This is an optimization exercise on Yosys and OpenROAD, whose aim is small area and few clock cycles, not a production implementation. RTL that was checked went through simulation tests only; none was proved equivalent to the original. Power figures rest on the tool's default switching activity, not on a simulated workload.

==> inputs of v12 <==
## gbac_dispatch
module gbac_dispatch (
    input  wire       clk,
    input  wire       rst,         
    input  wire       rx_valid,
    output wire       rx_ready,
    input  wire [7:0] rx_data,
    input  wire       rx_last,
    input  wire [2:0] rx_nbits,    
    output wire       tx_valid,
    input  wire       tx_ready,
    output wire [7:0] tx_data,
    output wire       tx_last
);
==> flow/config.mk <==
export PLATFORM = sky130hd
export DESIGN_NAME = gbac_dispatch
export DESIGN_NICKNAME = gbac_dispatch
export VERILOG_FILES = /design/flow/design.v
export SDC_FILE = /design/flow/constraint.sdc
export NUM_CORES = 4
export LEC_CHECK = 0
export CAP_MARGIN = 20
export CORE_MARGIN = 2
export CORE_UTILIZATION = 35
export CTS_BUF_LIST = sky130_fd_sc_hd__clkbuf_8
export CTS_CLUSTER_DIAMETER = 60
export CTS_CLUSTER_SIZE = 20
export PLACE_DENSITY = 0.55
export SLEW_MARGIN = 20
==> flow/constraint.sdc <==
create_clock -name core_clock -period 11.0 [get_ports {clk}]
set_input_delay 2.2000 -clock core_clock [delete_from_list [all_inputs] [get_ports {clk}]]
set_output_delay 2.2000 -clock core_clock [all_outputs]
set_load 0.01 [all_outputs]
standard.sh (not shown) runs the stock make flow with config.mk's settings and CLKGATE_MAP_FILE= SYNTH_SCRIPT=/design/flow/synth_recipe.tcl, a recipe that flattens the netlist after the stock synthesis.
==> flow/flow/run.sh <==
#!/bin/bash
# The standard layout, with two changes: clock tree synthesis inserts no dummy
# loads, and the port buffers are the smallest buffer cell.
set -euo pipefail
export CTS_ARGS="-sink_clustering_enable -repair_clock_nets -dont_use_dummy_load -buf_list sky130_fd_sc_hd__clkbuf_16 -sink_clustering_size 32 -sink_clustering_max_diameter 70"
export BUFFER_PORTS_ARGS="-buffer_cell sky130_fd_sc_hd__buf_1"
bash standard.sh > standard.log 2>&1
==> inputs of v33, as changes to v12 <==
--- a/flow/design.v
+++ b/flow/design.v
@@ -78,11 +78,10 @@
     gbac_crc8_table u_tab (
         .idx (rot_act ? (((ph == rot_base) ? 8'h00 : crc) ^ rot_byte)
                       : (((idx == 7'd3) ? 8'h00 : crc) ^ rx_data)),
         .val (crc_step)
     );
-    wire        rd_load;       
     wire        nb1      = (rx_nbits == 3'd1);
     wire        push_id  = (idx == 7'd1)  && nb1 && (fcl == F_ID);
     wire        push_rd  = (idx == 7'd3)  && nb1 && (fcl == F_RDS || fcl == F_RDP);
     wire        push_wr  = (idx == 7'd35) && nb1 && fcl[2];
     wire        push_any = rx_last && (push_id || push_rd || push_wr);
@@ -96,12 +95,11 @@
     reg  [1:0]  wn;
     wire        q_empty = (cn == 3'd0);
     wire        q_full  = (cn == CQD) || (push_wr && wn == WQD);
     wire        slots_in_ring = st_s[1] && st_p[1];
     wire        slot_ok = q_empty && slots_in_ring && (ph == idx);
-    wire        crc_wait = (idx == 7'd3) && fcl[2] && (st_s[1] || st_p[1]) && !q_empty;
-    assign rx_ready = !rot && (!in_slot || slot_ok) && !crc_wait &&
+    assign rx_ready = !rot && (!in_slot || slot_ok) &&
                       !(q_full && push_any) && !(push_rot && !q_empty);
     wire        rx_fire = rx_valid && rx_ready;
     always @(posedge clk) begin
         if (rst) begin
             idx <= 7'd0;
@@ -120,14 +118,12 @@
                                 (rx_data == 8'hE0) ? F_WE0 : F_WR;
                 default: fcl <= F_NONE;
                 endcase
             end
         end
-        if ((rx_fire && fcl[2] && idx >= 7'd3 && idx <= 7'd34) || rot_act)
+        if ((rx_fire && idx >= 7'd3 && idx <= 7'd34) || rot_act)
             crc <= crc_step;
-        else if (rd_load)
-            crc <= head;
     end
     wire [1:0]  h_cmd = cq[cn - 3'd1];
     wire [9:0]  h_wr  = wq[wn - 2'd1];
     reg  [5:0]  cnt;           
     reg  [7:0]  b_data;
@@ -153,25 +149,28 @@
         default: begin
             b_data = h_wr[7:0];
         end
         endcase
     end
+    reg  [7:0]  hr;            
     reg         hv;            
     reg         hl;            
     wire        rd_s      = (h_cmd == C_RDS);
     wire        ring_mode = !q_empty && ((rd_s && st_s[1]) || (h_cmd == C_RDP && st_p[1]));
     wire [6:0]  rd_addr   = (rd_s ? A_S0 : A_P0) + {1'b0, cnt};
     assign tx_valid = ring_mode ? hv : (!q_empty && !rot);
-    assign tx_data  = ring_mode ? crc : b_data;
+    assign tx_data  = ring_mode ? hr : b_data;
     assign tx_last  = ring_mode ? hl : b_last;
     wire        tx_fire = tx_valid && tx_ready;
-    assign      rd_load = ring_mode && !rot && (ph == rd_addr) && !(hv && hl) &&
+    wire        rd_load = ring_mode && !rot && (ph == rd_addr) && !(hv && hl) &&
                           (!hv || tx_ready);
     wire        pop     = tx_fire && tx_last;
     always @(posedge clk) begin
-        if (rd_load)
+        if (rd_load) begin
+            hr <= head;
             hl <= (cnt == 6'd32);
+        end
     end
     always @(*) begin
         in_r = head;
         if (rx_fire && in_slot) in_r = rx_data;
         if (rot_act) begin
@@ -194,32 +193,30 @@
             endcase
         end
     end
     integer i;
     always @(posedge clk) begin
-        if (rx_fire && push_any) begin
-            for (i = CQD - 1; i > 0; i = i - 1)
-                cq[i] <= cq[i - 1];
-            cq[0] <= push_cmd;
-        end
-        if (rx_fire && push_any && push_wr) begin
-            for (i = WQD - 1; i > 0; i = i - 1)
-                wq[i] <= wq[i - 1];
-            wq[0] <= {fcl[1:0], crc};
-        end
-    end
-    always @(posedge clk) begin
         if (rst) begin
             cn      <= 3'd0;
             wn      <= 2'd0;
             cnt     <= 6'd0;
             hv      <= 1'b0;
             rot     <= 1'b0;
             rot_run <= 1'b0;
             st_s    <= SL_Z;
             st_p    <= SL_Z;
         end else begin
+            if (rx_fire && push_any) begin
+                for (i = CQD - 1; i > 0; i = i - 1)
+                    cq[i] <= cq[i - 1];
+                cq[0] <= push_cmd;
+            end
+            if (rx_fire && push_any && push_wr) begin
+                for (i = WQD - 1; i > 0; i = i - 1)
+                    wq[i] <= wq[i - 1];
+                wq[0] <= {fcl[1:0], crc};
+            end
             cn <= cn + (rx_fire && push_any) - pop;
             wn <= wn + (rx_fire && push_any && push_wr) - (pop && h_cmd == C_WR);
             if (pop)
                 cnt <= 6'd0;
             else if (ring_mode ? rd_load : tx_fire)
==> flow/flow/run.sh (replaced) <==
#!/bin/bash
# The standard layout, with two changes: clock tree synthesis inserts no dummy
# loads, and the port buffers are the smallest buffer cell.
set -euo pipefail
export CTS_ARGS="-sink_clustering_enable -repair_clock_nets -dont_use_dummy_load -buf_list sky130_fd_sc_hd__clkbuf_8 -sink_clustering_size 20 -sink_clustering_max_diameter 60"
export BUFFER_PORTS_ARGS="-buffer_cell sky130_fd_sc_hd__buf_1"
bash standard.sh > standard.log 2>&1
==> inputs of v19, as changes to v12 <==
--- a/flow/design.v
+++ b/flow/design.v
@@ -78,11 +78,10 @@
     gbac_crc8_table u_tab (
         .idx (rot_act ? (((ph == rot_base) ? 8'h00 : crc) ^ rot_byte)
                       : (((idx == 7'd3) ? 8'h00 : crc) ^ rx_data)),
         .val (crc_step)
     );
-    wire        rd_load;       
     wire        nb1      = (rx_nbits == 3'd1);
     wire        push_id  = (idx == 7'd1)  && nb1 && (fcl == F_ID);
     wire        push_rd  = (idx == 7'd3)  && nb1 && (fcl == F_RDS || fcl == F_RDP);
     wire        push_wr  = (idx == 7'd35) && nb1 && fcl[2];
     wire        push_any = rx_last && (push_id || push_rd || push_wr);
@@ -96,12 +95,11 @@
     reg  [1:0]  wn;
     wire        q_empty = (cn == 3'd0);
     wire        q_full  = (cn == CQD) || (push_wr && wn == WQD);
     wire        slots_in_ring = st_s[1] && st_p[1];
     wire        slot_ok = q_empty && slots_in_ring && (ph == idx);
-    wire        crc_wait = (idx == 7'd3) && fcl[2] && (st_s[1] || st_p[1]) && !q_empty;
-    assign rx_ready = !rot && (!in_slot || slot_ok) && !crc_wait &&
+    assign rx_ready = !rot && (!in_slot || slot_ok) &&
                       !(q_full && push_any) && !(push_rot && !q_empty);
     wire        rx_fire = rx_valid && rx_ready;
     always @(posedge clk) begin
         if (rst) begin
             idx <= 7'd0;
@@ -120,14 +118,12 @@
                                 (rx_data == 8'hE0) ? F_WE0 : F_WR;
                 default: fcl <= F_NONE;
                 endcase
             end
         end
-        if ((rx_fire && fcl[2] && idx >= 7'd3 && idx <= 7'd34) || rot_act)
+        if ((rx_fire && idx >= 7'd3 && idx <= 7'd34) || rot_act)
             crc <= crc_step;
-        else if (rd_load)
-            crc <= head;
     end
     wire [1:0]  h_cmd = cq[cn - 3'd1];
     wire [9:0]  h_wr  = wq[wn - 2'd1];
     reg  [5:0]  cnt;           
     reg  [7:0]  b_data;
@@ -153,25 +149,28 @@
         default: begin
             b_data = h_wr[7:0];
         end
         endcase
     end
+    reg  [7:0]  hr;            
     reg         hv;            
     reg         hl;            
     wire        rd_s      = (h_cmd == C_RDS);
     wire        ring_mode = !q_empty && ((rd_s && st_s[1]) || (h_cmd == C_RDP && st_p[1]));
     wire [6:0]  rd_addr   = (rd_s ? A_S0 : A_P0) + {1'b0, cnt};
     assign tx_valid = ring_mode ? hv : (!q_empty && !rot);
-    assign tx_data  = ring_mode ? crc : b_data;
+    assign tx_data  = ring_mode ? hr : b_data;
     assign tx_last  = ring_mode ? hl : b_last;
     wire        tx_fire = tx_valid && tx_ready;
-    assign      rd_load = ring_mode && !rot && (ph == rd_addr) && !(hv && hl) &&
+    wire        rd_load = ring_mode && !rot && (ph == rd_addr) && !(hv && hl) &&
                           (!hv || tx_ready);
     wire        pop     = tx_fire && tx_last;
     always @(posedge clk) begin
-        if (rd_load)
+        if (rd_load) begin
+            hr <= head;
             hl <= (cnt == 6'd32);
+        end
     end
     always @(*) begin
         in_r = head;
         if (rx_fire && in_slot) in_r = rx_data;
         if (rot_act) begin
==> flow/flow/run.sh (replaced) <==
#!/bin/bash
# The standard layout, with two changes: clock tree synthesis inserts no dummy
# loads, and the port buffers are the smallest buffer cell.
set -euo pipefail
export CTS_ARGS="-sink_clustering_enable -repair_clock_nets -dont_use_dummy_load -buf_list sky130_fd_sc_hd__clkbuf_16 -sink_clustering_size 36 -sink_clustering_max_diameter 60"
export BUFFER_PORTS_ARGS="-buffer_cell sky130_fd_sc_hd__buf_1"
bash standard.sh > standard.log 2>&1
CORE_UTILIZATION = 50   (was 35)
CTS_BUF_LIST = not set   (was sky130_fd_sc_hd__clkbuf_8)
CTS_CLUSTER_DIAMETER = not set   (was 60)
CTS_CLUSTER_SIZE = not set   (was 20)
PLACE_DENSITY = 0.8   (was 0.55)
==> impl_metrics.json <==
{
  "syn-num-nets": 1189,
  "regArea_mm2": 0.0128,
  "yosysSeqAreaShare": 0.788,
  "outcome": "no timing/DRC/antenna violations",
  "grt_antenna_before_repair": 5,
  "pwr-share-comb": 0.065,
  "fin_util": 0.540,
  "drive_above_1_share": 0.0514
}
Source of the figures above: v19

==> impl_metrics.json <==
{
  "fin_util": 0.383,
  "yosysSeqAreaShare": 0.777,
  "drive_above_1_share": 0.0661,
  "pwr-share-comb": 0.019,
  "syn-num-nets": 1215,
  "grt_antenna_before_repair": 1,
  "outcome": "no timing/DRC/antenna violations",
  "regArea_mm2": 0.0128
}
Source of the figures above: v33

==> impl_metrics.json <==
{
  "outcome": "no timing/DRC/antenna violations",
  "yosysSeqAreaShare": 0.764,
  "clk_pin_slew_ns": 0.10,
  "grt_antenna_before_repair": 0,
  "rows": 79,
  "syn-num-nets": 1235,
  "regArea_mm2": 0.0126,
  "fin_util": 0.384,
  "drc": 0,
  "pwr-share-comb": 0.070
}
Source of the figures above: v12

Testbench counts of v33, summed over its fixed seeds: cycles 47,099.
Testbench counts of v19, summed over its fixed seeds: cycles 47,099.
The RTL of v12 was laid out without a check of its function.

what the ideal ports hide:
The results above use ideal ports. As a check the final layouts listed here were re-extracted and re-timed, cells and wires unchanged. Step 1: set_driving_cell puts a clkbuf_16 on clk and a buf_2 on each other input, an assumption about the parent block. Step 2 times the ports against the registers' clock, not the clock port: input delays grow and output delays shrink by t, the midpoint of the rising clock arrivals with the driver on. Slacks: no drivers / after step 1 / after step 2; pairs: no drivers / after step 1.
| run | t, ns | setup slack, ns | clock arrival spread, ns | pins driven straight from the clock port |
|---|---|---|---|---|
| v12 | 0.594 | 4.861 / 4.839 / 4.839 | 0.081 / 0.081 | 1 |
| v33 | 0.593 | 5.028 / 5.008 / 5.008 | 0.109 / 0.108 | 1 |
| v19 | 0.588 | 4.814 / 4.794 / 4.794 | 0.086 / 0.086 | 1 |
After both steps setup and hold are still met in every run listed. For v12, which loses most, drivers alone change the setup slack by -0.022 ns; drivers and shift together by -0.022 ns.
